Background: an optimization exercise with open tools, aiming at small area. Do not read the settings as production practice.
The RTL was checked by simulation tests, not by an equivalence proof against the original design.
Power figures rest on the tool's default switching activity, not on a simulated workload.

File: flow/design.v
module sp8_core (
    input  wire        clk,
    input  wire        rst,
    output reg  [15:0] bus_addr,
    output wire [7:0]  bus_wdata,
    output wire        mem_we,
    output wire        disp_we,
    output wire        io_we,
    input  wire [7:0]  mem_rdata,
    output wire        retire,
    output reg  [2:0]  cost,
    output wire        halted,
    output wire        faulted,
    output wire [7:0]  fault_op,
    output wire [15:0] pc,
    output wire [7:0]  sp,
    output wire [7:0]  a,
    output wire [7:0]  x,
    output wire [7:0]  y,
    output wire [7:0]  p
);
    localparam [4:0] S_V0  = 5'b00_000, S_V   = 5'b00_001,
                     S_ST2 = 5'b00_010, S_ST3 = 5'b00_011,
                     S_SH1 = 5'b00_100, S_SH  = 5'b00_101,
                     S_SF1 = 5'b00_110, S_SF  = 5'b00_111,
                     S_DSTA = 5'b01_000, S_DSEC = 5'b01_001, S_DNONE = 5'b01_010,
                     S_STZ = 5'b10_000, S_LDZ = 5'b10_001, S_BNE = 5'b10_010, S_INC = 5'b10_011,
                     S_LDI = 5'b10_100, S_ADC = 5'b10_101, S_CMP = 5'b10_110, S_SBC = 5'b10_111;
    reg [2:0]  ph;
    reg [4:0]  st;
    reg        rp;
    reg [7:0]  t, ar;
    reg [15:0] pcr;
    reg        cp;
    reg        fc, fz, fv, fn;
    wire [1:0] q  = ph[1:0];
    wire       q0 = (q == 2'd0);
    wire       q3 = (q == 2'd3);
    wire       p0 = (ph == 3'd0);
    wire       p7 = (ph == 3'd7);
    wire g0 = (st[4:3] == 2'b00);
    wire g2 = (st[4:3] == 2'b10);
    wire g3 = (st[4:3] == 2'b11);
    assign sp = 8'hFF;
    assign x  = 8'h00;
    assign y  = 8'h00;
    assign p  = {fn, fv, 1'b1, 1'b0, 1'b0, 1'b0, fz, fc};
    assign a  = ar;
    assign pc = pcr;
    wire ds = st[3];                                 
    assign retire   = p0 && ((ds && st != S_DNONE) || (g0 && st[2] && !st[0]));
    assign halted   = g0 && st[2] && !st[1];
    assign faulted  = g0 && st[2] && st[1];
    assign fault_op = t;
    always @(*) begin
        if (!st[4]) cost = st[0] ? 3'd2 : 3'd4;      
        else case (st[2:0])
            3'b000, 3'b001: cost = 3'd3;
            3'b010:         cost = fz ? 3'd2 : 3'd3;
            3'b011:         cost = 3'd5;
            default:        cost = 3'd2;
        endcase
    end
    wire d_alu = (t[3:0] == 4'h9) && !t[4] &&
                 ((t[7] & t[6]) | (t[7] & t[5]) | (t[6] & t[5]));    
    wire d_zp5 = (t[3:0] == 4'h5) && t[7] && !t[6] && !t[4];         
    wire d_two = d_alu || d_zp5 || (t == 8'hE6) || (t == 8'hD0);
    wire d_sec = (t == 8'h38);
    wire [2:0] d_c = {t[3], t[6] & (t[7] | !t[3]), t[5] & (t[6] | !t[3])};
    wire [4:0] dnx = d_two ? {2'b10, d_c} : (t == 8'h8D) ? S_ST2 : d_sec ? S_DSEC :
                     (t == 8'hFF) ? S_SH1 : S_SF1;
    reg [1:0] sb;
    always @(*) begin
        case (q)
            2'd0: sb = mem_rdata[1:0];
            2'd1: sb = t[3:2];
            2'd2: sb = t[5:4];
            default: sb = t[7:6];
        endcase
    end
    wire alu_s = g2 && st[2];                        
    wire ldz_s = (st == S_LDZ);
    wire zw    = g2 && !st[2] && st[0];              
    wire win   = (alu_s && !ph[2]) || (zw && ph[2]);         
    wire aw    = (alu_s && !ph[2]) || (ldz_s && ph[2]);      
    wire       ua  = st[0] || st[1];
    wire       inv = st[1];
    wire       cmp = st[1] && !st[0];
    wire       au  = st[2] && ua;
    wire [1:0] ax  = au ? ar[1:0] : 2'b00;
    wire [1:0] bx  = (st[2] && inv) ? ~sb : sb;
    wire       ci  = au && (q0 ? (cmp || fc) : fc);
    wire       s0  = ax[0] ^ bx[0] ^ ci;
    wire       c1  = (ax[0] & bx[0]) | (ci & (ax[0] ^ bx[0]));
    wire       s1  = ax[1] ^ bx[1] ^ c1;
    wire       c2  = (ax[1] & bx[1]) | (c1 & (ax[1] ^ bx[1]));
    wire       vl  = (st == S_V);
    wire       tk  = (st == S_BNE) && !fz;
    wire [1:0] pb  = vl ? sb : tk ? (ph[2] ? {t[7], t[7]} : sb) : 2'b00;
    wire       pin = st[4] || st[3] || (st == S_ST2) || (st == S_ST3);
    wire       pci = p0 ? pin : cp;
    wire [1:0] pa  = vl ? 2'b00 : pcr[1:0];
    wire [2:0] psum = {1'b0, pa} + {1'b0, pb} + {2'b00, pci};
    wire [7:0] incv = mem_rdata + 8'd1;
    assign bus_wdata = (st == S_INC) ? incv : ar;
    wire zsel = g2 && !st[2] && !ph[2];              
    wire asel = (st == S_ST3) && !ph[2];             
    wire vsel = (st == S_V0) || (vl && !ph[2]);      
    wire ast  = (st == S_ST3) && p0;
    wire stv  = ast && (mem_rdata[7:4] != 4'h4) && (mem_rdata[7:4] != 4'h5);
    assign mem_we  = ((st == S_STZ) && (ph == 3'd1)) || ((st == S_INC) && (ph == 3'd2)) || stv;
    assign disp_we = ast && (mem_rdata[7:4] == 4'h4);
    assign io_we   = ast && (mem_rdata[7:4] == 4'h5);
    always @(*) begin
        bus_addr = {psum[1:0], pcr[15:2]};           
        if (vsel) bus_addr = {14'h3FFF, 1'b0, vl};
        if (zsel) bus_addr = {8'h00, t};
        if (asel) bus_addr = {mem_rdata, t};
    end
    wire rs = rst || rp;
    wire hold_off = aw && !q3;
    always @(posedge clk) begin
        pcr <= {psum[1:0], pcr[15:2]};
        cp  <= psum[2];
        if (q0 && (!ph[2] || vl || zw)) t <= mem_rdata;
        if (aw) ar <= {cmp ? ar[1:0] : {s1, s0}, ar[7:2]};
        if (!(rs && !hold_off)) begin
            if (rs) rp <= 1'b1;
            ph <= ph + 3'd1;
            if (win) begin
                if (au) fc <= c2;
                if (q3 && alu_s && st[0]) fv <= c1 ^ c2;      
                fz <= (q0 ? 1'b1 : fz) & !s0 & !s1;
                fn <= s1;
            end
            if (p7) begin
                if (ds) begin
                    st <= dnx;
                    if (d_sec) fc <= 1'b1;
                end else if (g2) begin
                    st[3] <= 1'b1;
                end else begin
                    case (st[2:0])
                        3'b000: st <= S_V;
                        3'b001: st <= S_DNONE;
                        3'b010: st <= S_ST3;
                        3'b011: st <= S_DSTA;
                        3'b100: st <= S_SH;
                        3'b110: st <= S_SF;
                        default: ;
                    endcase
                end
            end
        end else begin
            st <= S_V0; ph <= 3'd7; rp <= 1'b0;
            fc <= 1'b0; fz <= 1'b0; fv <= 1'b0; fn <= 1'b0;
        end
    end
endmodule
File: flow/flow/abc_area.script
strash
balance
rewrite
refactor
balance
rewrite
rewrite -z
balance
refactor -z
rewrite -z
balance
balance
rewrite
refactor
balance
rewrite
rewrite -z
balance
refactor -z
rewrite -z
balance
&get -n
&deepsyn -J 1000 -T 3000
&put
dch -f
amap
topo
File: flow/config.mk
export PLATFORM = sky130hd
export DESIGN_NAME = sp8_core
export DESIGN_NICKNAME = sp8_core
export VERILOG_FILES = /design/flow/design.v
export SDC_FILE = /design/flow/constraint.sdc
export NUM_CORES = 4
export LEC_CHECK = 0
export CAP_MARGIN = 20
export CORE_MARGIN = 2
export CORE_UTILIZATION = 40
export PLACE_DENSITY = 0.6
export SLEW_MARGIN = 20
File: flow/standard.sh
#!/bin/bash
# synth_recipe.tcl (not shown) runs the flow's synth.tcl, then flattens the netlist and writes it again
# the make line also repeats each setting of config.mk as NAME=value (left out here)
make -C /OpenROAD-flow-scripts/flow DESIGN_CONFIG=/design/flow/config.mk WORK_HOME=/design/flow/orfs CLKGATE_MAP_FILE= SYNTH_SCRIPT=/design/flow/synth_recipe.tcl "${@:-finish}"
File: flow/flow/my_synth.tcl
# The standard flow's synthesis (synth_recipe.tcl) with one change: ABC maps the logic with
# the area-oriented script in flow/abc_area.script instead of ORFS's speed script.
proc synth {args} { yosys synth -nofsm -noshare {*}$args }
proc abc {args} {
  set i [lsearch -exact $args -script]
  if { $i >= 0 } { lset args [expr { $i + 1 }] $::env(MY_ABC_SCRIPT) }
  yosys abc {*}$args
}
source $::env(SCRIPTS_DIR)/synth.tcl
# left out here: clear keep_hierarchy, flatten, clean up, hide names made inside functions, write 1_2_yosys.v
File: flow/constraint.sdc
create_clock -name core_clock -period 5.0 [get_ports {clk}]
set_input_delay 1.0000 -clock core_clock [delete_from_list [all_inputs] [get_ports {clk}]]
set_output_delay 1.0000 -clock core_clock [all_outputs]
set_load 0.01 [all_outputs]
File: flow/flow/run.sh
#!/bin/bash
# Own layout flow: the standard layout (standard.sh) with two changes:
#  - synthesis maps the logic with an area-oriented ABC script (flow/abc_area.script),
#  - the port buffers that placement inserts on every input and output are buf_1 cells.
# Everything else (floorplan, power grid, taps, placement, CTS, routing) is the standard flow.
set -euo pipefail
here=$(pwd)
sed "s#SYNTH_SCRIPT=[^ ]*#SYNTH_SCRIPT=$here/flow/my_synth.tcl#" standard.sh > my_standard.sh
grep -q "SYNTH_SCRIPT=$here/flow/my_synth.tcl" my_standard.sh
export MY_ABC_SCRIPT=$here/flow/abc_area.script
export BUFFER_PORTS_ARGS="-buffer_cell sky130_fd_sc_hd__buf_1"
export SKIP_REPAIR_TIE_FANOUT=1
export CTS_ARGS="-sink_clustering_enable -repair_clock_nets -dont_use_dummy_load"
bash my_standard.sh > "$here/flow_make.log" 2>&1 || { tail -50 "$here/flow_make.log"; exit 1; }
tail -5 "$here/flow_make.log"
==> summary.txt, run 1 <==
The total number of yosys warnings was 1. The tools report the cts-stage hold buffer count as 0. The worst setup path is captured at a primary output.

TritonCTS built the clock tree. For the clock network latency to the later pin of the worst-skew pair, the log shows 0.30 ns. After layout, the worst setup slack is 0.608 ns. The tools report the post-detailed-routing wire length as 6840 microns. The largest family of logic cells by synthesized area is compound AO/OA/AOI/OAI gates. The routed via count divided by cell count came out at 5.36. The endpoint identified for the worst register-to-register timing path is st[0]$_SDFFE_PP0P_. The tools report the reg-to-reg critical path startpoint as st[0]$_SDFFE_PP0P_. Summed over its instances, the top area cell type makes up 23.7% of the synthesized netlist area. The highest metal layer carrying signal wires in the routed design is met4. The flow ran to the end and the layout has no timing, DRC or antenna violations. The layout overhead on the synthesized area came out at 8.88%. Post-layout minimum cycle time: 4.39 ns. Static timing analysis puts the maximum clock frequency at 228 MHz.

Summing the areas of all compound-gate instances in the mapped netlist gives 19.2% of the synthesized area. The pin count of the biggest net entering global routing was 20. The clock net in this run drives a total of 46 sinks. Wire segments on met2 add up to 3220 microns in the final route. Ranked by total cell area, the synthesized netlist is headed by sky130_fd_sc_hd__dfxtp_1, sky130_fd_sc_hd__edfxtp_1, sky130_fd_sc_hd__buf_4, sky130_fd_sc_hd__nor2_1, sky130_fd_sc_hd__clkinv_1. The worst hold path passes through 0 cells.

In this run the mean area of a mapped cell was 8.51 sq um. The logs give 0.702 mW for the cell internal power dissipation and 19.5% for the overall track demand over capacity in global routing. The worst min-delay path startpoint is pcr[8]$_DFF_P_. In this run the remaining antenna-violating nets after routing total 0. At the pin with the least slew margin, the transition time is 0.921 ns. Of all nets on the critical path, the largest fanout is 8. The detailed-placement wirelength estimate was 5310 microns. In the synthesized netlist, the cells that appear most often are sky130_fd_sc_hd__nor2_1, sky130_fd_sc_hd__clkinv_1, sky130_fd_sc_hd__buf_4. The initial antenna violation count was 0; the depth of the worst register-to-register path was 10. The sequential share of power is 44.5%.

The routed wire length per instance was 16.0 microns; the total placed cells including tap cells was 422. The number of clock buffers added by TritonCTS is 5. In the detailed route, the total length drawn on met3 is 477 microns. The path with the worst hold slack has its endpoint at pcr[6]$_DFF_P_.

The number of non-filler instances in the completed layout was 427; the share of synthesized cell area in full adder, half adder and majority cells was 6.12%. The post-CTS repair timing setup buffer count was 0; the remaining max-slew budget at the tightest pin was 38.3%. The max capacitance violation total came out at 0.

The H-tree depth came out at 2. The logs give 0 for the final hold violation count and 3050 microns for the met1 wire length. The run gives 4.00 ns as the required time of the critical path.

The tools report the worst path arrival time as 3.39 ns. Before antenna repair, the detailed router went through 4 iterations. The final sum of negative setup slack was 0 ns; the starting DRC count in detailed routing was 187. After technology mapping, the gate count stands at 298. The prevailing post-synth register cell is sky130_fd_sc_hd__dfxtp_1. The net total in the final layout was 372; the CTS clock-pin slew for the worst setup and hold paths was 0.09 ns. The setup path with the least slack is of type reg -> out. The worst hold slack was 0.348 ns. In the post-synthesis netlist, the cell with the most instances is sky130_fd_sc_hd__nor2_1. The DRC violation count after routing was 0; the y dimension of the die was 83.6 microns. Of the cells placed in the final design, the portion with a size suffix greater than 1 is 1.71%.

The power per unit of standard cell area was 421 nW/um^2; the number of pins exceeding their max-slew limit in the final report was 0. In the synthesized netlist the async set-or-reset flop fraction comes to 0%. The synthesized design contains 16 enable-type register cells. The tools report the maximum count of clock buffers along a single path as 2. After Yosys synthesis, and, or, nand and nor cells account for 16.3% of the synthesized area. The tools report the count of boundary I/O pins as 107. The die area is 6990 sq um.

The total overflow left after global routing is 0. Buffers placed on the I/O ports in this run total 78. The starting density of the core was 40.6%; the leakage power was 0.939 nW.

The worst vdd rail ir drop is 0.000232 V. Setup repair after global routing left no endpoint under its margin. For the total power draw, the log shows 1.16 mW. For the number of antenna repair diodes, the log shows 0. For this run, the register share of the synthesized area comes to 42.6%.

In this run the clock root is driven by a sky130_fd_sc_hd__clkbuf_8. The first global-routing pass estimated 10900 microns of wire. The floorplan step set the die width to 83.6 microns. The clock arrives with 0.0193 ns of skew. The run gives 0.713 ns as the worst-case setup slack after placement. Post-CTS repair changed the size of 0 cells. The area share of xor/xnor cells in the synthesized design was 0%; the multiplexer fraction of the synthesized cell area was 0%. The worst setup path is launched from a flip-flop. Portion of total power attributed to combinational logic: 37.7%. Yosys mapped the design onto 36 distinct sky130hd cell types.

The final period utilization was 87.8%. The placer congestion estimate was 0.906. The number of cell rows was 29. Across all register-to-register paths, the minimum setup slack is 1.75 ns. The tools report the area of the core region as 6240 sq um.

Summed over all nets, the switching power comes to 0.461 mW. The type of the tightest min-delay check is reg -> reg. Of all cell types, the one taking the most synthesized area is sky130_fd_sc_hd__dfxtp_1.

The run gives 2192 as the number of global-route vias before repair. Setup violations remaining at the end of the flow were counted as 0. The switching part of the total is 39.7%. The logs give 2288 for the number of vias in the routed layout and 2540 sq um for the area of the mapped netlist. Synthesis inferred 46 register bits. The clock network fraction of total power was 17.8%.
## layout make-up
type	instances	area, sq um
fill	652	3480
sequential	46	1080
multi-input combinational	180	1060
timing repair buffer	79	300
inverter	40	150
tap	77	96.3
clock buffer	5	68.8
## flip-flops by register name, indices dropped and copies added, names as in the netlist
| register | count |
|---|---|
| pcr | 16 |
| ar | 8 |
| t | 8 |
| st | 5 |
| ph | 3 |
| cp | 1 |
| fc | 1 |
| fn | 1 |
| fv | 1 |
| fz | 1 |
| rp | 1 |
## power groups by stage
stage,clock network (mW),logic [mW],registers (mW)
finish,0.207,0.439,0.518
detailed placement,0,0.438,0.526
global placement,0,0.440,0.525
global route,0.223,0.489,0.528
floorplan,0,0.271,0.540
CTS,0.212,0.442,0.517
## cell usage in the layout (no fill, tap or decap), drive strengths merged, types with 2 or more instances in the layout
master | Yosys | routed
nor3 | 9 | 9
nor2 | 49 | 49
ha | 6 | 6
nand2 | 17 | 17
o22ai | 7 | 7
nor4 | 4 | 4
a32o | 2 | 2
conb | 2 | 2
clkbuf | 0 | 5
and3 | 2 | 2
or2 | 5 | 5
o22a | 4 | 4
a211oi | 2 | 2
edfxtp | 16 | 16
dfxtp | 30 | 30
o21a | 3 | 3
buf | 32 | 79
or3 | 2 | 2
a21oi | 19 | 19
fa | 4 | 4
a222oi | 2 | 2
nand3 | 4 | 4
a221o | 6 | 6
a31oi | 5 | 5
o21ai | 15 | 15
clkinv | 40 | 40
## cells by family (layout without fill, tap and decap cells)
kind of cell,Yosys count,in the layout
compound gates,73,73
fa+ha+maj,10,10
buf+inv,72,124
flops,46,46
other cells,2,2
simple gates,95,95
## per-stage QoR
step | instance area (sq um) | utilization, %
detailed placement | 2690 | 43.1
floorplan | 2540 | -
finish | 2760 | 44.2
global route | 2760 | 44.2
global placement | 2690 | 43.1
CTS | 2760 | 44.2
## worst max-delay path: stages (launching register included)
cell and delay (ns):
sky130_fd_sc_hd__dfxtp_1 0.49, sky130_fd_sc_hd__nor2_1 0.18, sky130_fd_sc_hd__a211oi_1 0.32, sky130_fd_sc_hd__nand3_1 0.16, sky130_fd_sc_hd__or3_1 0.42, sky130_fd_sc_hd__o21a_1 0.14
sky130_fd_sc_hd__fa_1 0.42, sky130_fd_sc_hd__clkinv_1 0.06, sky130_fd_sc_hd__fa_1 0.44, sky130_fd_sc_hd__a221o_1 0.33, sky130_fd_sc_hd__buf_1 0.13
## worst max-delay path by stage
stage | start | to | cells after the start
floorplan | st[0]$_SDFFE_PP0P_ | bus_addr[15] | 9
global placement | mem_rdata[0] | bus_addr[15] | 10
detailed placement | mem_rdata[0] | bus_addr[15] | 10
CTS | st[0]$_SDFFE_PP0P_ | bus_addr[15] | 10
global route | st[0]$_SDFFE_PP0P_ | bus_addr[15] | 11
finish | st[0]$_SDFFE_PP0P_ | bus_addr[15] | 10
## metal layers
layer	vias up	track usage, %
met1	1092	25.7
li1	1116	-
met5	-	0
met3	8	4.65
met2	72	31.9
met4	0	6.01
==> inputs of run 2 (changes only) <==
--- a/flow/flow/run.sh
+++ b/flow/flow/run.sh
@@ -12,3 +12,3 @@
 export SKIP_REPAIR_TIE_FANOUT=1
-export CTS_ARGS="-sink_clustering_enable -repair_clock_nets -dont_use_dummy_load"
+export CTS_ARGS="-sink_clustering_enable -repair_clock_nets -dont_use_dummy_load -sink_clustering_size 24 -sink_clustering_max_diameter 300 -sink_clustering_levels 1"
 bash my_standard.sh > "$here/flow_make.log" 2>&1 || { tail -50 "$here/flow_make.log"; exit 1; }
==> flow/flow/abc_area.script (replaced) <==
strash
&get -n
&deepsyn -J 1000 -T 3000
&put
dch -f
amap
topo
==> summary.txt, run 2 <==
The post-cts resize count came out at 0. The net total in the final layout is 379. For this block, the via count after detailed routing is 2348.

The run gives 4.00 ns as the required time of the critical path. The flow ran to the end and the layout has no timing, DRC or antenna violations. Of the post-synthesis cell area, the dominant cell type holds 23.5%. The congestion estimate from routability-driven global placement came to 0.868.

STA puts the critical path data arrival time at 3.48 ns. By area the synthesized netlist is led by sky130_fd_sc_hd__dfxtp_1, sky130_fd_sc_hd__edfxtp_1, sky130_fd_sc_hd__buf_4, sky130_fd_sc_hd__nor2_1, sky130_fd_sc_hd__clkinv_1. The register ranked first by flip-flop count is pcr. In the synthesized netlist the async set-or-reset flop fraction comes to 0%. The cts-stage hold buffer count is 0, and the worst vdd rail ir drop is 0.000294 V. The average instance in the mapped netlist occupies 8.40 sq um. The initial antenna violation count is 0, and the number of global-route vias before repair is 2187. In this run the horizontal extent of the chip is 83.9 microns.

In this run the worst path has a maximum fanout of 6. The total overflow left after global routing is 0. For this run, the top clock speed supported by timing is 223 MHz. The library cells used most frequently in the layout, excluding fill and tap cells, are sky130_fd_sc_hd__buf_1, sky130_fd_sc_hd__nor2_1, sky130_fd_sc_hd__clkinv_1, sky130_fd_sc_hd__dfxtp_1, sky130_fd_sc_hd__a21oi_1. Summed over all cells, the static leakage comes to 0.940 nW. After floorplanning, the core was sized to cover 6280 sq um. Once detail routing completed, the nets flagged for antenna violations numbered 0. The initial utilization of the core area, before any placement, comes to 40.7%. In this run the worst hold path is classified as reg -> reg. In the finished design, the share of the clock period the worst path needs comes to 89.6%. In the synthesized netlist the dominant register cell turns out to be sky130_fd_sc_hd__dfxtp_1. The run gives 2550 sq um as the area of the mapped netlist. The worst setup path is captured at a primary output. The actual transition at the worst max-transition pin came out at 0.949 ns. The buffer type at the clock tree root was sky130_fd_sc_hd__clkbuf_8. The pin count of the biggest net entering global routing is 20. The tool flagged a number of max-cap violations equal to 0. The die area is 7040 sq um, and the number of pins exceeding their max-slew limit in the final report is 0. The share of the Yosys chip area taken by registers is 42.3%. The post-layout minimum cycle time was 4.48 ns. The clock network latency to the later pin of the worst-skew pair came out at 0.30 ns. The total number of clock tree sinks was 46. Post-place instance area: 2720 sq um.

In the synthesized netlist, the cells that appear most often are sky130_fd_sc_hd__nor2_1, sky130_fd_sc_hd__clkinv_1, sky130_fd_sc_hd__buf_4. Dividing the detail-routed via count by the number of cells gives 5.41. The share of post-route cells with drive strength above 1 is 1.96%. The clock buffer count from CTS was 5.

The number of antenna repair diodes is 0. The count of boundary I/O pins is 107. The first global-routing pass estimated 10800 microns of wire. The first detailed-routing pass ran for 4 iterations. The classification of the worst setup path was reg -> out. Launching element type of the critical path: a flip-flop. The final hold violation count is 0. The synthesized design spends more area on one cell type than any other, namely sky130_fd_sc_hd__dfxtp_1.

Setup repair after global routing left no endpoint under its margin. The tools report the post-detailed-routing wire length as 6860 microns. Once the clock tree was built, the setup fixing pass inserted 0 buffers. The most common cell in the synthesized netlist is sky130_fd_sc_hd__nor2_1.

The register with the most flip-flops in the layout has 16 of them. No sink is reached through more buffers than the 2 on the longest clock path. Dividing the detail-routed wire length by the instance count gives 15.8 microns. The layout overhead on the synthesized area is 9.11%, and the CTS clock-pin slew for the worst setup and hold paths is 0.10 ns. The DRC violation count after routing came out at 0.

Yosys mapped a number of flops with a built-in enable equal to 16. Power per unit of standard cell area: 394 nW/um^2. For the final routed database, the setup TNS stands at 0 ns. Remaining max-slew budget at the tightest pin: 36.8%. From bottom edge to top edge, the die measures 83.9 microns.

The H-tree depth came out at 2. The total number of yosys warnings was 1. The logs give 0.0239 ns for the clock skew after layout and 304 for the post-synthesis instance total. The starting DRC count in detailed routing was 137. The tools report the overall track demand over capacity in global routing as 19.3%. The slack of the worst reg-to-reg path is 1.96 ns.

Leaving out fill and tap cells, the most frequent cell in the layout is sky130_fd_sc_hd__buf_1. The number of distinct library cells after synthesis is 32. Once detailed placement completed, the half-perimeter wirelength came to 5380 microns.

The synthesized design contains 46 register bits. After routing the design area is 2790 sq um. The number of port buffers was 78. TritonCTS built the clock tree.

In the final layout, the registers with the most flip-flops are pcr (16), ar (8), t (8). The count of final setup violators was 0; the number of cell rows was 29.
-- run 2: where the power goes --
| part | switching, mW | internal [mW] | total (mW) |
|---|---|---|---|
| Clock | 0.115 | 0.0904 | 0.205 |
| Combinational | 0.243 | 0.128 | 0.371 |
| Sequential | 0.0612 | 0.460 | 0.522 |
| Total | 0.419 | 0.678 | 1.10 |
-- run 2: final timing paths --
check | end | cells past startpoint | from
setup / recovery | bus_addr[15] | 10 | st[1]$_SDFFE_PP0P_
hold / removal | pcr[11]$_DFF_P_ | 0 | pcr[13]$_DFF_P_
setup reg to reg | ph[1]$_SDFF_PP1_ | 8 | st[4]$_SDFFE_PP0P_
hold reg to reg | pcr[11]$_DFF_P_ | 0 | pcr[13]$_DFF_P_
-- run 2: per-stage QoR --
step | hold WS [ns] | instances | utilization (%) | setup slack (ns) | total power [mW]
after floorplan | 0.393 | 304 | - | 1.20 | 0.764
after global placement | 0.360 | 429 | 43.3 | 0.691 | 0.900
after detailed placement | 0.361 | 429 | 43.3 | 0.656 | 0.902
after CTS | 0.350 | 434 | 44.4 | 0.512 | 1.10
after global routing | 0.353 | 434 | 44.4 | 0.237 | 1.17
final | 0.352 | 434 | 44.4 | 0.521 | 1.10
-- run 2: layout make-up --
type	instances	area, sq um
fill	649	3490
sequential	46	1080
multi-input combinational	182	1070
timing repair buffer	80	308
inverter	44	165
tap	77	96.3
clock buffer	5	68.8
-- run 2: metal layers --
layer  part of all wire [%]  vias to the layer above  GRT usage, %
li1                       -                     1142             -
met1                     44                     1107          25.4
met2                     47                       89          31.1
met3                    7.3                       10          4.45
met4                    1.6                        0          7.18
met5                      0                        -             0
-- run 2: critical path, cell delays in order, from the launching register on --
cell	delay, ns
sky130_fd_sc_hd__dfxtp_1	0.41
sky130_fd_sc_hd__clkinv_1	0.19
sky130_fd_sc_hd__nor2_1	0.36
sky130_fd_sc_hd__clkinv_1	0.18
sky130_fd_sc_hd__or4_1	0.55
sky130_fd_sc_hd__o21a_1	0.15
sky130_fd_sc_hd__fa_1	0.42
sky130_fd_sc_hd__clkinv_1	0.06
sky130_fd_sc_hd__fa_1	0.42
sky130_fd_sc_hd__a221o_1	0.34
sky130_fd_sc_hd__buf_1	0.13
-- run 2: logic make-up after synthesis --
kind of cell / synth area share (%)
AO/OA/AOI/OAI: 18.8
adder cells (fa/ha/maj): 6.08
buffers and inverters: 15.9
flip-flops: 42.3
other: 0.294
AND/OR/NAND/NOR: 16.7
==> inputs of run 3 (changes only) <==
--- a/flow/flow/run.sh
+++ b/flow/flow/run.sh
@@ -12,3 +12,3 @@
 export SKIP_REPAIR_TIE_FANOUT=1
-export CTS_ARGS="-sink_clustering_enable -repair_clock_nets -dont_use_dummy_load -sink_clustering_size 24 -sink_clustering_max_diameter 300 -sink_clustering_levels 1"
+export CTS_ARGS="-sink_clustering_enable -repair_clock_nets -dont_use_dummy_load -sink_clustering_size 16 -sink_clustering_max_diameter 200"
 bash my_standard.sh > "$here/flow_make.log" 2>&1 || { tail -50 "$here/flow_make.log"; exit 1; }
==> summary.txt, run 3 <==
After synthesis the cells add up to 2550 sq um. The total number of yosys warnings came out at 1. Ranked by flip-flop count, first place goes to pcr. The number of pins exceeding their max-slew limit in the final report is 0, and the DRC violation count after routing is 0.

The HPWL after detailed placement is 5380 microns. The filler cells instantiated in the layout total 649. The buffer and inverter count on the worst path was 4; the required time of the critical path was 4.00 ns. The total number of clock tree sinks came out at 46. After synthesis, flip-flops and latches occupy 42.3% of the total area. The post-synthesis average cell area was 8.40 sq um. Traced cell by cell, the critical path runs through clkinv_1 > nor2_1 > clkinv_1 > or4_1 > o21a_1 > fa_1 > clkinv_1 > fa_1 > a221o_1 > buf_1.

The worst vdd rail ir drop is 0.000294 V, and the number of cell rows is 29. After synthesis, the cell types taking the most area are sky130_fd_sc_hd__dfxtp_1, sky130_fd_sc_hd__edfxtp_1, sky130_fd_sc_hd__buf_4, sky130_fd_sc_hd__nor2_1, sky130_fd_sc_hd__clkinv_1. At the end of routability-driven placement, the weighted congestion stood at 0.868. The tree is rooted in a sky130_fd_sc_hd__clkbuf_8. sky130_fd_sc_hd__dfxtp_1 takes more of the synthesized area than any other cell. The overall track demand over capacity in global routing is 19.3%. The die is 83.9 microns tall. Dividing total power by cell area gives a power density of 394 nW/um^2. The largest registers in the layout are pcr (16), ar (8), t (8). The run gives 137 as the starting DRC count in detailed routing. Counting the buffers created by CTS gives 5.

The die covers 7040 sq um. First-pass detailed-route iteration total: 4. Derived from the worst setup path, the maximum achievable clock frequency is 223 MHz. The max capacitance violation total is 0. Of all flip-flops after synthesis, the portion carrying an async set or reset was 0%.

Highest cell delay on the worst timing path: 0.55 ns. Of the total power, the clock network draws 18.7%. By count the netlist is led by sky130_fd_sc_hd__nor2_1, sky130_fd_sc_hd__clkinv_1, sky130_fd_sc_hd__buf_4. The tools report the initial antenna violation count as 0.

The final period utilization is 89.6%. Leaving out fill and tap cells, the most frequent cells in the layout are sky130_fd_sc_hd__buf_1, sky130_fd_sc_hd__nor2_1, sky130_fd_sc_hd__clkinv_1, sky130_fd_sc_hd__dfxtp_1, sky130_fd_sc_hd__a21oi_1. Leaving out fill and tap cells, the most frequent cell in the layout is sky130_fd_sc_hd__buf_1. Data arrives at the worst endpoint at 3.48 ns. The tools report the portion of total power attributed to combinational logic as 33.8%.

The residual antenna-violating net count after detailed routing is 0, and the switching power summed over all nets is 0.419 mW. Clock latency on the worst-skew pair, taken at its later pin, is 0.30 ns. For the pin with the worst max-slew slack, the measured transition is 0.949 ns. The logs give 0.940 nW for the leakage power and 2790 sq um for the post-layout instance area. The initial utilization of the core area, before any placement, comes to 40.7%. The number of distinct library cells after synthesis is 32.

The clock arrives with 0.0239 ns of skew. The sequential cells in the finished layout cover a total of 1080 sq um. Sequential cells account for 47.5% of the total power.

The tools report the overflow left after global routing as 0. Clock-pin slew was measured on the worst setup and hold paths at 0.10 ns. From synthesis to final layout, the design area changed by 9.11%.

The net total in the final layout came out at 379. Setup violations remaining at the end of the flow were counted as 0. The flow ran to the end and the layout has no timing, DRC or antenna violations. The routed design has 6860 microns of wire.

The path class of the tightest hold or removal check is reg -> reg. Cells fill 44.4% of the core in the end. The H-tree was split into 2 levels. In the routed layout, each cell is associated on average with a via count of 5.41. Summing all multi-input logic gate instances after layout gives 1070 sq um. Post-CTS timing repair inserted 0 buffers for setup.

By instance count, the leading cell after synthesis is sky130_fd_sc_hd__nor2_1. Total power draw: 1.10 mW. The launching element type of the critical path was a flip-flop. For the post-cts resize count, the log shows 0. The flip-flop count of the largest register, all copies and words added was 16; the maximum count of clock buffers along a single path was 2. The top-area cell type share of the netlist area was 23.5%; the share of post-route cells with drive strength above 1 was 1.96%. The critical path in this run is classified as reg -> out. The number of port buffers is 78, and the final sum of negative setup slack is 0 ns. The tools report the count of boundary I/O pins as 107. Grouping stages by cell kind, the critical path spends the most delay in simple AND/OR/NAND/NOR gates. The number of antenna diodes in the final layout is 0. Measured along the x axis, the die boundary spans 83.9 microns. In this design, the critical path's most frequently occurring cell is sky130_fd_sc_hd__clkinv_1. The slowest cell on the critical path is sky130_fd_sc_hd__or4_1.

The post-synthesis instance total is 304, and the number of global-route vias before repair is 2187. Setup repair after global routing left no endpoint under its margin. The synthesized design contains 16 enable-type register cells. The cts-stage hold buffer count was 0; the area of the core region was 6280 sq um. For the post-place instance area, the log shows 2720 sq um. STA classifies the critical path endpoint as a primary output.

Net switching is 38.2% of the power. Prevailing post-synth register cell: sky130_fd_sc_hd__dfxtp_1. TritonCTS built the clock tree. The synthesized flop and latch total is 46, and the routed wire length per instance is 15.8 microns. Internal power comes to 0.678 mW.

The maximum fanout along the worst path is 6, and the first-pass GRT wire length is 10800 microns. The run gives 0 as the final hold violation count. The final route contains 2348 vias. The worst path in the final design needs a cycle of 4.48 ns, including I/O delays and setup. The tools report the worst hold slack as 0.352 ns. The remaining max-slew budget at the tightest pin was 36.8%; the pin count of the biggest net entering global routing was 20.
## run 3: cell counts after synthesis
Identical to the previous run, type by type.
## run 3: layout make-up
class	instances	area share, %
Timing Repair Buffer	80	11.0
Clock buffer	5	2.47
Inverter	44	5.93
Tap cell	77	3.46
Sequential cell	46	38.8
Multi-Input combinational cell	182	38.3
## run 3: layer usage
layer	vias up	share of wire, %	global-route usage (%)
met1	1107	44	25.4
met2	89	47	31.1
met5	-	0	0
met3	10	7.3	4.45
met4	0	1.6	7.18
li1	1142	-	-
## run 3: cell families after synthesis
family                     Yosys count  synth area share (%)
AOI/OAI and AO/OA                   74                  18.8
adders and majority gates           10                  6.08
buffers and inverters               76                  15.9
DFF                                 46                  42.3
other                                2                 0.294
and+or+nand+nor                     96                  16.7
## run 3: power groups by stage
stage               logic (mW)  registers, mW  clock network (mW)
floorplan                0.220          0.544                   0
global placement         0.371          0.529                   0
detailed placement       0.372          0.530                   0
CTS                      0.373          0.522               0.210
global route             0.412          0.531               0.225
finish                   0.371          0.522               0.205
## run 3: path summary, 6_finish.rpt
kind | start | to | slack [ns] | cells after the start
setup / recovery | st[1]$_SDFFE_PP0P_ | bus_addr[15] | 0.52 | 10
hold / removal | pcr[13]$_DFF_P_ | pcr[11]$_DFF_P_ | 0.35 | 0
setup reg to reg | st[4]$_SDFFE_PP0P_ | ph[1]$_SDFF_PP1_ | 1.96 | 8
hold reg to reg | pcr[13]$_DFF_P_ | pcr[11]$_DFF_P_ | 0.35 | 0
## run 3: worst reg2reg max path: cells and delay by family (launching register included)
family	cells	cell delay [ns]
AOI/OAI and AO/OA	2	0.79
buffers and inverters	2	0.44
DFF	1	0.39
and+or+nand+nor	4	1.32
## run 3: stage by stage
stage | worst slack (ns) | cells
3_3_place_gp | 0.691 | 429
6_report | 0.521 | 434
2_1_floorplan | 1.20 | 304
4_1_cts | 0.512 | 434
3_5_place_dp | 0.656 | 429
5_1_grt | 0.237 | 434
==> inputs of run 4 (changes only) <==
--- a/flow/flow/run.sh
+++ b/flow/flow/run.sh
@@ -12,3 +12,3 @@
 export SKIP_REPAIR_TIE_FANOUT=1
-export CTS_ARGS="-sink_clustering_enable -repair_clock_nets -dont_use_dummy_load -sink_clustering_size 16 -sink_clustering_max_diameter 200"
+export CTS_ARGS="-repair_clock_nets -dont_use_dummy_load -buf_list {sky130_fd_sc_hd__clkbuf_4 sky130_fd_sc_hd__clkbuf_8}"
 bash my_standard.sh > "$here/flow_make.log" 2>&1 || { tail -50 "$here/flow_make.log"; exit 1; }
==> summary.txt, run 4 <==
The tools report the total placed cells including tap cells as 429. The post-synthesis average cell area is 8.40 sq um. At the end of the flow, the number of nets in the layout was 379. The worst setup path is captured at a primary output. The detail route stage leaves a number of antenna-violating nets equal to 0.

The cell internal power dissipation was 0.678 mW. The most common cell in the netlist was sky130_fd_sc_hd__nor2_1. The initial antenna violation count came out at 0.

The synthesized netlist occupies a cell area of 2550 sq um. The largest registers in the layout are pcr (16), ar (8), t (8). The tools report the sequential share of power as 47.5%. Clock latency on the worst-skew pair, taken at its later pin, is 0.30 ns. The min-delay analysis places its worst path in the category reg -> reg. For this run, design rule violations remaining after detail routing come to 0. From bottom edge to top edge, the die measures 83.9 microns.

Starting density of the core: 40.7%. The run finished with no timing, DRC or antenna violations. For the count of boundary I/O pins, the log shows 107. The wire-length estimate of the detail-placed layout is 5380 microns. The number of antenna diodes in the final layout is 0. The worst setup path is of the reg -> out kind. Measured against its own limit, the worst slew margin works out to 36.8%.

The tools report the count of fill cells added during filler insertion as 649. Counting flops per register, the top entry is pcr. Total number of clock tree sinks: 46.

After detailed routing, the number of vias per cell comes to 5.41. During placement, the flow inserted port buffers numbering 78. The longest clock path from root to sink contains 2 buffers. The logs give 42.3% for the register area share after synthesis and 2 for the H-tree depth. The tools report the number of distinct library cells after synthesis as 32.

Data arrives at the worst endpoint at 3.48 ns. Switching power summed over all nets: 0.419 mW. The buffer type at the clock tree root is sky130_fd_sc_hd__clkbuf_8. In the synthesized netlist the async set-or-reset flop fraction comes to 0%. The area of the core region was 6280 sq um; the final period utilization was 89.6%. From left edge to right edge, the die measures 83.9 microns. VDD sags by at most 0.000294 V. In the final routed layout, each cell accounts on average for 15.8 microns.

TritonCTS built the clock tree. For the final hold violation count, the log shows 0. The number of pins exceeding their max-slew limit in the final report was 0; the number of cell rows was 29.

Relative to the synthesized area, the layout overhead comes to 9.11%. The tools report the highest achievable clock rate as 223 MHz. For this run, the detailed router's first-pass iteration total came to 4.

For this design the ratio of total power to cell area is 394 nW/um^2. The post-layout minimum cycle time is 4.48 ns. In the layout the commonest cells are sky130_fd_sc_hd__buf_1, sky130_fd_sc_hd__nor2_1, sky130_fd_sc_hd__clkinv_1, sky130_fd_sc_hd__dfxtp_1, sky130_fd_sc_hd__a21oi_1. The most used flip-flop cell after synthesis is sky130_fd_sc_hd__dfxtp_1. The first global-routing pass estimated 10800 microns of wire.

Setup repair after global routing left no endpoint under its margin. The tools report the number of global-route vias before repair as 2187. The leakage power was 0.940 nW; the post-detailed-routing wire length was 6860 microns. Net switching is 38.2% of the power.

Combinational logic burns 33.8% of the power. The required time of the critical path was 4.00 ns. At the end of the flow the core is filled with cells to 44.4%. The post-cts resize count was 0; the slack of the critical path was 0.521 ns.

The share of synthesized area in the top cell type comes to 23.5%. The tools report the post-CTS repair timing setup buffer count as 0. The number of non-filler instances in the completed layout came out at 434.

Buffers inserted to repair hold after CTS numbered 0. The max capacitance violation total came out at 0. Leaving out fill and tap cells, the most frequent cell in the layout is sky130_fd_sc_hd__buf_1. Die area: 7040 sq um.

Share of post-route cells with drive strength above 1: 1.96%. The tools report the total number of yosys warnings as 1. The synthesized design contains 16 enable-type register cells. The maximum fanout along the worst path works out to 6. Prior to clock tree synthesis, the placed netlist has a worst setup slack of 0.656 ns.

Summing over every cut layer, the via total after detailed routing is 2348. At the pin with the least slew margin, the transition time is 0.949 ns. Sorting the synthesized cells by how often they occur yields sky130_fd_sc_hd__nor2_1, sky130_fd_sc_hd__clkinv_1, sky130_fd_sc_hd__buf_4. Largest area contributor in the synthesized netlist: sky130_fd_sc_hd__dfxtp_1.

Ranked by total cell area, the synthesized netlist is headed by sky130_fd_sc_hd__dfxtp_1, sky130_fd_sc_hd__edfxtp_1, sky130_fd_sc_hd__buf_4, sky130_fd_sc_hd__nor2_1, sky130_fd_sc_hd__clkinv_1. The synthesized flop and latch total came out at 46. The count of final setup violators is 0, and the CTS clock-pin slew for the worst setup and hold paths is 0.10 ns. For the final database, setup skew stands at 0.0239 ns. The logs give 20 for the pin count of the biggest net entering global routing and 1.10 mW for the total power draw. Global routing consumed, over all layers together, 19.3% of the routing resources.

The overflow left after global routing was 0. STA classifies the critical path startpoint as a flip-flop. In this run, the number of DRC markers left after iteration 0 of detailed routing was 137. In this run, CTS created clock tree buffers numbering 5. Placer congestion estimate: 0.868. In the synthesized netlist, the number of instances is 304. The register with the most flip-flops in the layout has 16 of them.

Per report_power, the clock group accounts for 18.7% of the total. After routing, the total negative slack on setup checks comes to 0 ns.
-- run 4: cells by family (layout without fill, tap and decap cells) --
family,after synthesis,in the layout,synth area share [%]
AO/OA/AOI/OAI,74,74,18.8
adder cells (fa/ha/maj),10,10,6.08
buffers and inverters,76,129,15.9
flip-flops,46,46,42.3
other,2,2,0.294
AND/OR/NAND/NOR,96,96,16.7
-- run 4: worst max-delay path: stages (launching register included) --
cell and delay [ns]:
sky130_fd_sc_hd__dfxtp_1 0.41, sky130_fd_sc_hd__clkinv_1 0.19, sky130_fd_sc_hd__nor2_1 0.36, sky130_fd_sc_hd__clkinv_1 0.18, sky130_fd_sc_hd__or4_1 0.55, sky130_fd_sc_hd__o21a_1 0.15, sky130_fd_sc_hd__fa_1 0.42, sky130_fd_sc_hd__clkinv_1 0.06
sky130_fd_sc_hd__fa_1 0.42, sky130_fd_sc_hd__a221o_1 0.34, sky130_fd_sc_hd__buf_1 0.13
-- run 4: area by class of cell --
| cell class | count | area [sq um] | area share (%) |
|---|---|---|---|
| repair buffers | 80 | 308 | 11.0 |
| inverters | 44 | 165 | 5.93 |
| clock buffers | 5 | 68.8 | 2.47 |
| flip-flops and latches | 46 | 1080 | 38.8 |
| multi-input cells | 182 | 1070 | 38.3 |
| well taps | 77 | 96.3 | 3.46 |
-- run 4: worst paths after layout --
check / endpoint / slack [ns] / cells after the start / start
worst max-delay path: bus_addr[15] / 0.52 / 10 / st[1]$_SDFFE_PP0P_
worst min-delay path: pcr[11]$_DFF_P_ / 0.35 / 0 / pcr[13]$_DFF_P_
worst max register to register: ph[1]$_SDFF_PP1_ / 1.96 / 8 / st[4]$_SDFFE_PP0P_
worst min register to register: pcr[11]$_DFF_P_ / 0.35 / 0 / pcr[13]$_DFF_P_
-- run 4: power groups by stage --
| stage | Combinational [mW] | Clock [mW] | Sequential [mW] |
|---|---|---|---|
| after global routing | 0.412 | 0.225 | 0.531 |
| after detailed placement | 0.372 | 0 | 0.530 |
| after global placement | 0.371 | 0 | 0.529 |
| after floorplan | 0.220 | 0 | 0.544 |
| final | 0.371 | 0.205 | 0.522 |
| after CTS | 0.373 | 0.210 | 0.522 |
-- run 4: metrics by stage --
stage,area [sq um],hold WS [ns]
after floorplan,2550,0.393
after global placement,2720,0.360
after detailed placement,2720,0.361
after CTS,2790,0.350
after global routing,2790,0.353
final,2790,0.352
-- run 4: metal layers --
metal,part of all wire [%],up-vias,track usage [%]
met5,0,-,0
met4,1.6,0,7.18
met3,7.3,10,4.45
met2,47,89,31.1
met1,44,1107,25.4
li1,-,1142,-
==> inputs of run 5 (changes only) <==
--- a/flow/flow/run.sh
+++ b/flow/flow/run.sh
@@ -12,3 +12,3 @@
 export SKIP_REPAIR_TIE_FANOUT=1
-export CTS_ARGS="-repair_clock_nets -dont_use_dummy_load -buf_list {sky130_fd_sc_hd__clkbuf_4 sky130_fd_sc_hd__clkbuf_8}"
+export CTS_ARGS="-sink_clustering_enable -repair_clock_nets -dont_use_dummy_load -root_buf sky130_fd_sc_hd__clkbuf_8 -buf_list {sky130_fd_sc_hd__clkbuf_4 sky130_fd_sc_hd__clkbuf_8} -sink_clustering_buffer sky130_fd_sc_hd__clkbuf_4 -sink_clustering_size 6 -sink_buffer_max_cap_derate 0.3"
 bash my_standard.sh > "$here/flow_make.log" 2>&1 || { tail -50 "$here/flow_make.log"; exit 1; }
==> summary.txt, run 5 <==
For this run, the leading register cell type out of synthesis is sky130_fd_sc_hd__dfxtp_1. The clock tree synthesis step divided the H-tree into 2 levels. Launching element type of the critical path: a flip-flop. The worst path in the final design needs a cycle of 4.48 ns, including I/O delays and setup. Clock latency on the worst-skew pair, taken at its later pin, is 0.30 ns. The routed design has 6860 microns of wire.

The x dimension of the die came out at 83.9 microns. Across the routed clock network, the largest skew measured is 0.0239 ns. The actual transition at the worst max-transition pin was 0.949 ns; the number of pins exceeding their max-slew limit in the final report was 0.

The overflow left after global routing was 0; the post-synthesis average cell area was 8.40 sq um. Across all register-to-register paths, the minimum setup slack is 1.96 ns. The remaining max-slew budget at the tightest pin was 36.8%. The total number of yosys warnings came out at 1. Share of synthesized registers carrying an async set or reset: 0%. In the final layout, the registers with the most flip-flops are pcr (16), ar (8), t (8). In this run, post-CTS hold repair placed 0 buffers. The portion of total power attributed to combinational logic came out at 33.8%. Per report_power, the sequential group accounts for 47.5% of the total.

Using the TritonRoute via totals, the vias-per-cell ratio works out to 5.41. The routed design uses 3200 microns of met2 wire. The number of distinct library cells after synthesis was 32. In this run, CTS created clock tree buffers numbering 5.

From synthesis to final layout, the design area changed by 9.11%. Counting flops with a built-in enable in the synthesized netlist gives 16. The final hold violation count came out at 0. In the post-synthesis netlist, the cell with the most instances is sky130_fd_sc_hd__nor2_1. The detailed router placed 2348 vias in this run. Static timing analysis puts the maximum clock frequency at 223 MHz. In this run the biggest area consumer among cell types represents 23.5% of the synthesized area. The routed design uses 501 microns of met3 wire. Required time of the critical path: 4.00 ns.

The flip-flop count of the largest register, all copies and words added works out to 16. The flow ran to the end and the layout has no timing, DRC or antenna violations.

Net switching is 38.2% of the power. The tools report the count of fill cells added during filler insertion as 649. Setup repair after global routing left no endpoint under its margin.

Across the run, the number of max-cap violations was 0. The register ranked first by flip-flop count was pcr. The tools report the first-pass GRT wire length as 10800 microns. The die covers 7040 sq um. The number of gates resized after CTS was 0. For the met1 wire length, the log shows 3050 microns.

In this run the worst path has a maximum fanout of 6. CTS clock-pin slew for the worst setup and hold paths: 0.10 ns. The run gives 5380 microns as the detailed-placement wirelength estimate. The count of final setup violators came out at 0.

The clock drives 46 sinks. The tools report the number of antenna repair diodes as 0. Sorting the synthesized cells by how often they occur yields sky130_fd_sc_hd__nor2_1, sky130_fd_sc_hd__clkinv_1, sky130_fd_sc_hd__buf_4. For the pin count of the biggest net entering global routing, the log shows 20. The library cells used most frequently in the layout, excluding fill and tap cells, are sky130_fd_sc_hd__buf_1, sky130_fd_sc_hd__nor2_1, sky130_fd_sc_hd__clkinv_1, sky130_fd_sc_hd__dfxtp_1, sky130_fd_sc_hd__a21oi_1. The most common cell after layout, fill and taps aside was sky130_fd_sc_hd__buf_1. For this run, the detailed router's first-pass iteration total came to 4. The tools report the register area share after synthesis as 42.3%. Largest area contributor in the synthesized netlist: sky130_fd_sc_hd__dfxtp_1. The count of boundary I/O pins was 107. The final sum of negative setup slack came out at 0 ns. Sorting the synthesized cells by area gives the leading types as sky130_fd_sc_hd__dfxtp_1, sky130_fd_sc_hd__edfxtp_1, sky130_fd_sc_hd__buf_4, sky130_fd_sc_hd__nor2_1, sky130_fd_sc_hd__clkinv_1. The root buffer cell chosen for the clock tree is sky130_fd_sc_hd__clkbuf_8. After detailed routing, the average wire length per cell comes to 15.8 microns. Synthesis inferred 46 register bits. The logs give 18.7% for the clock network fraction of total power and 0.940 nW for the leakage power.

Across every metal layer, demand over resource in global routing totals 19.3%. The worst vdd rail ir drop was 0.000294 V. The worst setup path is of the reg -> out kind. For this configuration, the core starts out at a cell density of 40.7%.

At the end of routability-driven placement, the weighted congestion stood at 0.868. STA classifies the critical path endpoint as a primary output. The final period utilization came out at 89.6%.

The first routing iteration left 137 violations. The number of global-route vias before repair was 2187; the power per unit of standard cell area was 394 nW/um^2. The share of post-route cells with drive strength above 1 is 1.96%, and the y dimension of the die is 83.9 microns. The run gives 0 as the DRC violation count after routing. In this run the tool buffered the top-level ports with 78 buffer cells.

The longest clock path from root to sink contains 2 buffers. TritonCTS built the clock tree. The run gives 0.678 mW as the cell internal power dissipation. Type of the tightest min-delay check: reg -> reg. The logs give 6280 sq um for the area of the core region and 0 for the initial antenna violation count. The post-synthesis instance total was 304. At the placement stage, the worst setup path has a slack of 0.656 ns. The count of nets left with antenna violations once routing finished came out at 0. At the worst endpoint, the arrival time is 3.48 ns.

Post-CTS timing repair inserted 0 buffers for setup. The net count of the finished layout is 379. For this design the total switching power over the nets is 0.419 mW. For the area of the mapped netlist, the log shows 2550 sq um. The uppermost layer routed was met4. Slack of the critical path: 0.521 ns. The floorplan has 29 rows.
[run 5: cell counts after synthesis]
No cell type changed its count.
[run 5: kinds of logic after synthesis]
kind of cell	Yosys count	share of synthesized area [%]
compound gates	74	18.8
other cells	2	0.294
fa+ha+maj	10	6.08
flops	46	42.3
simple gates	96	16.7
buf+inv	76	15.9
[run 5: critical path, stage by stage (launching register included)]
cell and delay, ns:
sky130_fd_sc_hd__dfxtp_1 0.41, sky130_fd_sc_hd__clkinv_1 0.19, sky130_fd_sc_hd__nor2_1 0.36, sky130_fd_sc_hd__clkinv_1 0.18, sky130_fd_sc_hd__or4_1 0.55, sky130_fd_sc_hd__o21a_1 0.15, sky130_fd_sc_hd__fa_1 0.42, sky130_fd_sc_hd__clkinv_1 0.06
sky130_fd_sc_hd__fa_1 0.42, sky130_fd_sc_hd__a221o_1 0.34, sky130_fd_sc_hd__buf_1 0.13
[run 5: power groups by stage]
| stage | combinational (mW) | sequential, mW | clock (mW) |
|---|---|---|---|
| floorplan | 0.220 | 0.544 | 0 |
| global placement | 0.371 | 0.529 | 0 |
| detailed placement | 0.372 | 0.530 | 0 |
| CTS | 0.373 | 0.522 | 0.210 |
| global route | 0.412 | 0.531 | 0.225 |
| finish | 0.371 | 0.522 | 0.205 |
[run 5: metal layers]
metal | global-route usage (%) | vias to the layer above
met3 | 4.45 | 10
li1 | - | 1142
met2 | 31.1 | 89
met5 | 0 | -
met1 | 25.4 | 1107
met4 | 7.18 | 0
[run 5: area by class of cell]
| type | count | area (sq um) | area share (%) |
|---|---|---|---|
| timing repair buffer | 80 | 308 | 11.0 |
| sequential | 46 | 1080 | 38.8 |
| clock buffer | 5 | 68.8 | 2.47 |
| multi-input combinational | 182 | 1070 | 38.3 |
| tap | 77 | 96.3 | 3.46 |
| inverter | 44 | 165 | 5.93 |
[run 5: path summary, 6_finish.rpt]
| check | startpoint | end | depth (start not counted) |
|---|---|---|---|
| worst min register to register | pcr[13]$_DFF_P_ | pcr[11]$_DFF_P_ | 0 |
| worst min-delay path | pcr[13]$_DFF_P_ | pcr[11]$_DFF_P_ | 0 |
| worst max register to register | st[4]$_SDFFE_PP0P_ | ph[1]$_SDFF_PP1_ | 8 |
| worst max-delay path | st[1]$_SDFFE_PP0P_ | bus_addr[15] | 10 |
[run 5: stage by stage]
| step | instances | power [mW] | util, % | hold WS [ns] | area, sq um |
|---|---|---|---|---|---|
| after global routing | 434 | 1.17 | 44.4 | 0.353 | 2790 |
| after CTS | 434 | 1.10 | 44.4 | 0.350 | 2790 |
| after global placement | 429 | 0.900 | 43.3 | 0.360 | 2720 |
| final | 434 | 1.10 | 44.4 | 0.352 | 2790 |
| after floorplan | 304 | 0.764 | - | 0.393 | 2550 |
| after detailed placement | 429 | 0.902 | 43.3 | 0.361 | 2720 |
==> inputs of run 6 (changes only) <==
==> flow/flow/run.sh (replaced) <==
#!/bin/bash
# Own layout flow: the standard layout (standard.sh) with these changes:
#  - synthesis maps the logic with an area-oriented ABC script (flow/abc_area.script),
#  - constant outputs share one tie cell per value (no tie fanout repair),
#  - CTS inserts no dummy load cells.
# Everything else (floorplan, power grid, taps, port buffers, placement, routing) is the standard flow.
set -euo pipefail
here=$(pwd)
sed "s#SYNTH_SCRIPT=[^ ]*#SYNTH_SCRIPT=$here/flow/my_synth.tcl#" standard.sh > my_standard.sh
grep -q "SYNTH_SCRIPT=$here/flow/my_synth.tcl" my_standard.sh
export MY_ABC_SCRIPT=$here/flow/abc_area.script
export SKIP_REPAIR_TIE_FANOUT=1
export CTS_ARGS="-sink_clustering_enable -repair_clock_nets -dont_use_dummy_load"
bash my_standard.sh > "$here/flow_make.log" 2>&1 || { tail -50 "$here/flow_make.log"; exit 1; }
tail -5 "$here/flow_make.log"
==> flow/flow/abc_area.script (replaced) <==
strash
balance
rewrite
refactor
balance
rewrite
rewrite -z
balance
refactor -z
rewrite -z
balance
balance
rewrite
refactor
balance
rewrite
rewrite -z
balance
refactor -z
rewrite -z
balance
&get -n
&deepsyn -J 1000 -T 3000
&put
dch -f
amap
topo
==> summary.txt, run 6 <==
The register with the most flip-flops in the final layout is pcr. The post-synthesis average cell area was 8.51 sq um. The largest area contributor in the synthesized netlist is sky130_fd_sc_hd__dfxtp_1. For the final routed database, the setup TNS stands at 0 ns. For the total number of yosys warnings, the log shows 1. The floorplan has 29 rows. The x dimension of the die works out to 83.6 microns. The die area was 6990 sq um; the number of pins exceeding their max-slew limit in the final report was 0. For the highest achievable clock rate, the log shows 215 MHz. The most used flip-flop cell after synthesis is sky130_fd_sc_hd__dfxtp_1. The share of post-route cells with drive strength above 1 is 2.82%, and the routed wire length per instance is 17.1 microns. Across the VDD grid, the largest voltage drop is 0.000283 V. For the pin count of the biggest net entering global routing, the log shows 20. The power per unit of standard cell area came out at 413 nW/um^2. Most common cell after layout, fill and taps aside: sky130_fd_sc_hd__clkdlybuf4s50_1.

The count of final setup violators is 0. Setup repair after global routing left no endpoint under its margin. The number of global-route vias before repair is 2344.

The cell count after synthesis came out at 298. The initial utilization of the core area, before any placement, comes to 40.6%. The flow ran to the end and the layout has no timing, DRC or antenna violations. The path class of the tightest hold or removal check is reg -> reg. In this run, distinct cell masters in the synthesized netlist total 36. The number of antenna repair diodes is 0. The later pin in the worst-skew pair is clocked with a latency of 0.29 ns.

Launching element type of the critical path: an input pin. The post-layout minimum cycle time is 4.64 ns, and the flip-flop count of the largest register, all copies and words added is 16. Headroom to the max-slew limit came out at 40.5%.

The most common cell in the synthesized netlist is sky130_fd_sc_hd__nor2_1. The largest registers in the layout are pcr (16), ar (8), t (8). For the clock skew after layout, the log shows 0.0194 ns.

The share of synthesized registers carrying an async set or reset was 0%. Summing all placed instances gives a cell area of 3200 sq um. The top cell type by area accounts for 23.7% of the synthesized area. Dividing the detail-routed via count by the number of cells gives 5.50. The library cells used most frequently in the layout, excluding fill and tap cells, are sky130_fd_sc_hd__clkdlybuf4s50_1, sky130_fd_sc_hd__nor2_1, sky130_fd_sc_hd__clkinv_1, sky130_fd_sc_hd__dfxtp_1, sky130_fd_sc_hd__a21oi_1.

Counting along the longest clock path gives a buffer depth of 2. Number of vias in the routed layout: 2369. Sorting the synthesized cells by how often they occur yields sky130_fd_sc_hd__nor2_1, sky130_fd_sc_hd__clkinv_1, sky130_fd_sc_hd__buf_4. Ranked by total cell area, the synthesized netlist is headed by sky130_fd_sc_hd__dfxtp_1, sky130_fd_sc_hd__edfxtp_1, sky130_fd_sc_hd__buf_4, sky130_fd_sc_hd__nor2_1, sky130_fd_sc_hd__clkinv_1. Of all nets on the critical path, the largest fanout is 2. First-pass detailed-route iteration total: 6.

The overflow left after global routing was 0. The category of the worst setup path capture point is a primary output. Once detail routing completed, the nets flagged for antenna violations numbered 0. For this run, the total global-route usage over all layers was measured as 21.6%. The post-layout instance area is 3280 sq um.

TritonCTS built the clock tree. In this run, synthesis produced a sequential element count of 46. The first routing iteration left 244 violations.

The H-tree depth was 2. The tools report the initial antenna violation count as 0. After clock tree synthesis, the clock-pin slew on the worst setup and hold paths is 0.08 ns. Routability-driven placement finished with a final weighted congestion of 0.862. At the worst endpoint, the required time is 4.00 ns.

The final hold violation count is 0, and the max capacitance violation total is 0. The share of the Yosys chip area taken by registers is 42.6%. Relative to the synthesized area, the layout overhead comes to 29.4%. For this design, the sink count on the clock tree is 46. After clock tree synthesis, the flow added hold-fix buffers numbering 0.

The DRC violation count after routing came out at 0. The leakage power was 1.17 nW; the number of flops mapped to enable cells by yosys was 16. Port buffering added 78 buffers.

The floorplan step defined a core boundary enclosing 6240 sq um. The post-detailed-routing wire length is 7360 microns. The layout has 615 filler cells.

In the finished design, the share of the clock period the worst path needs comes to 92.8%. TritonCTS created 5 clock buffers. The first global-routing pass estimated 12100 microns of wire. Summing every instance area after synthesis gives 2540 sq um. The y dimension of the die came out at 83.6 microns. The worst path arrival time was 3.64 ns. Detailed-placement wirelength estimate: 5730 microns. The buffer type at the clock tree root was sky130_fd_sc_hd__clkbuf_8. The count of boundary I/O pins is 107, and the net total in the final layout is 376. Classification of the worst setup path: in -> out.

At the pin with the least slew margin, the transition time is 0.893 ns.
==> run 6: changes by cell type after synthesis, sizes merged, moves of 2 or more <==
| cell | before | now |
|---|---|---|
| nand2 | 14 | 17 |
| a211oi | 4 | 2 |
| o22ai | 9 | 7 |
| nor3 | 12 | 9 |
| clkinv | 44 | 40 |
| o22a | 2 | 4 |
| o21ai | 18 | 15 |
==> run 6: layer usage <==
| layer | GRT usage (%) | share of wire (%) | wire length (microns) | up-vias |
|---|---|---|---|---|
| li1 | - | - | - | 1130 |
| met1 | 29.6 | 43 | 3130 | 1113 |
| met2 | 35.5 | 47 | 3480 | 111 |
| met3 | 3.76 | 8.3 | 611 | 15 |
| met4 | 5.28 | 1.9 | 138 | 0 |
| met5 | 0 | 0 | 0 | - |
==> run 6: final timing paths <==
path | depth (start not counted) | start | slack [ns] | to
worst max-delay path | 10 | mem_rdata[0] | 0.36 | bus_addr[15]
worst min-delay path | 0 | pcr[7]$_DFF_P_ | 0.37 | pcr[5]$_DFF_P_
worst max register to register | 10 | st[0]$_SDFFE_PP0P_ | 1.81 | st[0]$_SDFFE_PP0P_
worst min register to register | 0 | pcr[7]$_DFF_P_ | 0.37 | pcr[5]$_DFF_P_
==> run 6: report_power, final <==
group          internal [mW]  switching [mW]
Sequential             0.459          0.0624
Clock                 0.0903           0.113
Combinational          0.328           0.302
Total                  0.878           0.477
==> run 6: what timing repair did <==
action                                  4_1_cts  5_1_grt
buffers inserted                              0        1
endpoints found under the hold margin         0        0
endpoints found under the setup margin        0        1
gates resized for setup                       0        1
==> run 6: kinds of logic after synthesis <==
logic type	share of synthesized area, %
AOI/OAI and AO/OA	19.2
adders and majority gates	6.12
buffers and inverters	15.4
DFF	42.6
other	0.296
and+or+nand+nor	16.3
==> run 6: per-stage QoR <==
stage / util, % / setup slack [ns] / hold slack, ns / power, mW / std cells
3_5_place_dp: 51.3 / 0.101 / 0.358 / 1.15 / 425
2_1_floorplan: - / 1.14 / 0.393 / 0.810 / 298
5_1_grt: 52.6 / 0.313 / 0.378 / 1.44 / 431
3_3_place_gp: 51.3 / 0.188 / 0.354 / 1.16 / 425
4_1_cts: 52.4 / 0.102 / 0.369 / 1.36 / 430
6_report: 52.6 / 0.359 / 0.370 / 1.35 / 431
==> run 6: worst max-delay path: stages <==
cell and delay, ns:
sky130_fd_sc_hd__clkdlybuf4s50_1 0.50, sky130_fd_sc_hd__a222oi_1 0.10, sky130_fd_sc_hd__o22ai_1 0.24, sky130_fd_sc_hd__clkinv_1 0.13, sky130_fd_sc_hd__o21a_1 0.21, sky130_fd_sc_hd__fa_1 0.42, sky130_fd_sc_hd__clkinv_1 0.07, sky130_fd_sc_hd__fa_1 0.47
sky130_fd_sc_hd__a221o_1 0.33, sky130_fd_sc_hd__dlymetal6s2s_1 0.17
==> run 6: cell type report <==
class                      count  area (sq um)  area share, %
tap                           77          96.3           2.94
sequential                    46          1080           32.9
clock buffer                   5          68.8           2.10
timing repair buffer          83           821           25.0
inverter                      40           150           4.57
multi-input combinational    180          1060           32.4
==> inputs of run 7 (changes only) <==
==> flow/run.sh (new file) <==
#!/bin/bash
# synth_recipe.tcl (not shown) runs the flow's synth.tcl, then flattens the netlist and writes it again
# the make line also repeats each setting of config.mk as NAME=value (left out here)
make -C /OpenROAD-flow-scripts/flow DESIGN_CONFIG=/design/flow/config.mk WORK_HOME=/design/flow/orfs CLKGATE_MAP_FILE= SYNTH_SCRIPT=/design/flow/synth_recipe.tcl finish
removed: flow/flow/run.sh
removed: flow/flow/abc_area.script
removed: flow/flow/my_synth.tcl
removed: flow/standard.sh
==> summary.txt, run 7 <==
The tools report the starting density of the core as 41.8%. Hold timing on the final database bottoms out at a slack of 0.369 ns. The leakage power came out at 1.36 nW.

Cell internal power dissipation: 0.897 mW. The signal on the critical path passes through clkdlybuf4s50_1 > a222oi_1 > nand2_1 > o21ai_0 > nand2_1 > nand2_1 > fa_1 > inv_1 > fa_1 > nor2_1 > o21ai_0 > clkdlybuf4s50_1. During I/O placement, the number of pins put on the boundary was 107. The tools report the launching element type of the critical path as an input pin.

The buffer type at the clock tree root is sky130_fd_sc_hd__clkbuf_8. Once the clock tree was built, the resizer swapped 0 gates to a different size. The max capacitance violation total is 0.

The path class of the tightest hold or removal check is reg -> reg. For the post-place instance area, the log shows 3570 sq um. TritonCTS built the clock tree. The clock arrives with 0.00852 ns of skew. Across all layers, the routed design uses 2428 vias.

The H-tree generated during clock tree synthesis spans 2 levels. The worst setup path is captured at a primary output. The maximum fanout along the worst path was 2. The worst register-to-register path begins at ph[0]$_SDFF_PP1_. Together, buffers and inverters on the worst path number 3. The worst hold path terminates at pcr[11]$_DFF_P_. Dividing the detail-routed wire length by the instance count gives 15.9 microns. Summing all non-filler instances in the final layout gives an area of 3650 sq um. For the worst setup path, the data required time is 4.00 ns. Routed via count divided by cell count: 4.97. The number of global-route vias before repair came out at 2281. The tools report the maximum count of clock buffers along a single path as 2. The area of the core region is 6870 sq um, and the switching power summed over all nets is 0.509 mW.

The total number of yosys warnings came out at 1. The first global-routing pass estimated 12400 microns of wire. In this run, synthesis inferred 16 flip-flops with an integrated enable. The most common cell in the synthesized netlist is sky130_fd_sc_hd__nor2_1. The run gives 7780 microns as the post-detailed-routing wire length.

The count of final setup violators came out at 0. The total number of clock tree sinks was 46; the sequential share of power was 39.5%. The initial antenna violation count was 0. Combinational logic burns 44.4% of the power. The number of antenna repair diodes was 0. Worst min-delay path startpoint: pcr[13]$_DFF_P_. The logs give 2870 sq um for the area of the mapped netlist and 412 for the net total in the final layout. Summing the sequential cell areas from Yosys gives 37.6% of the chip area. The flow ran to the end and the layout has no timing, DRC or antenna violations.

Across all setup checks in the final design, the least slack found is 0.331 ns. The design draws 1.41 mW. For the pin count of the biggest net entering global routing, the log shows 25. For flop-to-flop paths, the worst setup slack is 1.90 ns. For this run, the leading register cell type out of synthesis is sky130_fd_sc_hd__dfxtp_1. In the final timing run, aggregate negative setup slack is 0 ns. Routability-driven placement finished with a final weighted congestion of 0.831.

For this run, design rule violations remaining after detail routing come to 0. The CTS clock-pin slew for the worst setup and hold paths came out at 0.08 ns. The post-route netlist has 5.60% of its cells at a drive strength greater than 1. Averaged over all synthesized cells, the footprint is 8.84 sq um. Derived from the worst setup path, the maximum achievable clock frequency is 214 MHz. The residual antenna-violating net count after detailed routing is 0, and the power per unit of standard cell area is 385 nW/um^2. The post-synthesis instance total was 325; the switching part of the total was 36.2%. The register with the most flip-flops in the layout has 16 of them. Broken down by cell family, the worst path's largest delay share belongs to buffers and inverters. The run gives 0 as the number of pins exceeding their max-slew limit in the final report. By area the synthesized netlist is led by sky130_fd_sc_hd__dfxtp_1, sky130_fd_sc_hd__edfxtp_1, sky130_fd_sc_hd__buf_4, sky130_fd_sc_hd__nor2_1, sky130_fd_sc_hd__nand2_1. Summed over all layers, the global routing overflow is 0. In the final layout, the multi-input gates occupy 1500 sq um. The share of synthesized registers carrying an async set or reset was 0%. The logs give 0 for the post-CTS repair timing setup buffer count and 7880 sq um for the die area. The setup path with the least slack is of type in -> out.
run 7: kinds of logic after synthesis:
kind of cell               count (synthesis)  share of synthesized area (%)
other                                      2                          0.261
adders and majority gates                 11                           5.75
AOI/OAI and AO/OA                         71                           17.2
muxes                                      4                           1.44
xor gates and xnor gates                   9                           2.74
and+or+nand+nor                          120                           21.5
DFF                                       46                           37.6
buffers and inverters                     62                           13.5
run 7: power groups by stage:
stage          combinational (mW)  clock [mW]  sequential [mW]
2_1_floorplan               0.304           0            0.557
3_3_place_gp                0.626           0            0.563
3_5_place_dp                0.620           0            0.563
4_1_cts                     0.630       0.232            0.557
5_1_grt                     0.682       0.246            0.570
6_report                    0.624       0.226            0.556
run 7: per-layer routing:
| layer | GRT usage (%) | up-vias | share of wire (%) |
|---|---|---|---|
| li1 | - | 1204 | - |
| met1 | 28.9 | 1139 | 48 |
| met2 | 32.2 | 79 | 46 |
| met3 | 4.76 | 6 | 5.5 |
| met4 | 5.10 | 0 | 1.0 |
| met5 | 0 | - | 0 |
run 7: final cells by class:
cell class	count	area share [%]
multi-input cells	243	41.1
flip-flops and latches	46	29.6
repair buffers	82	22.2
well taps	96	3.29
clock buffers	5	1.88
inverters	14	1.44
clock inverters	3	0.446
run 7: how the worst max path moves through the flow:
stage / endpoint / slack, ns
after floorplan: bus_addr[15] / 1.36
after global placement: bus_addr[15] / 0.36
after detailed placement: bus_addr[15] / 0.34
after CTS: bus_addr[15] / 0.31
after global routing: bus_addr[15] / 0.13
final: bus_addr[15] / 0.33

-- port drivers added, routing unchanged --
In the flow no input, the clock included, has a driving cell. The finished layouts below were timed again as built, in two steps.
Step 1 (the two cells are an assumption about what drives the block):
set clk [get_ports {clk}]
set_driving_cell -lib_cell sky130_fd_sc_hd__clkbuf_16 $clk
set_driving_cell -lib_cell sky130_fd_sc_hd__buf_2 [delete_from_list [all_inputs] $clk]
Step 2 also shifts input and output timing later by t, the mid clock arrival at the registers, as if the neighbouring blocks saw the same clock.
Three values: no drivers, after step 1, after step 2; two values: the first two.
| run | t (ns) | slack for setup (ns) | hold slack, ns | worst setup path after step 2 |
|---|---|---|---|---|
| run 1 | 0.323 | 0.608 / 0.578 / 0.678 | 0.348 / 0.348 / 0.348 | input to output |
| run 2 | 0.317 | 0.521 / 0.491 / 0.594 | 0.352 / 0.352 / 0.352 | input to output |
| run 3 | 0.317 | 0.521 / 0.491 / 0.594 | 0.352 / 0.352 / 0.352 | input to output |
| run 4 | 0.317 | 0.521 / 0.491 / 0.594 | 0.352 / 0.352 / 0.352 | input to output |
| run 5 | 0.317 | 0.521 / 0.491 / 0.594 | 0.352 / 0.352 / 0.352 | input to output |
| run 6 | 0.312 | 0.359 / 0.332 / 0.332 | 0.370 / 0.370 / 0.370 | input to output |
| run 7 | 0.330 | 0.331 / 0.308 / 0.308 | 0.369 / 0.369 / 0.369 | input to output |
After both steps every run listed still meets setup and hold. For run 6, which loses most, drivers alone change the setup slack by -0.027 ns; drivers and shift together by -0.027 ns.
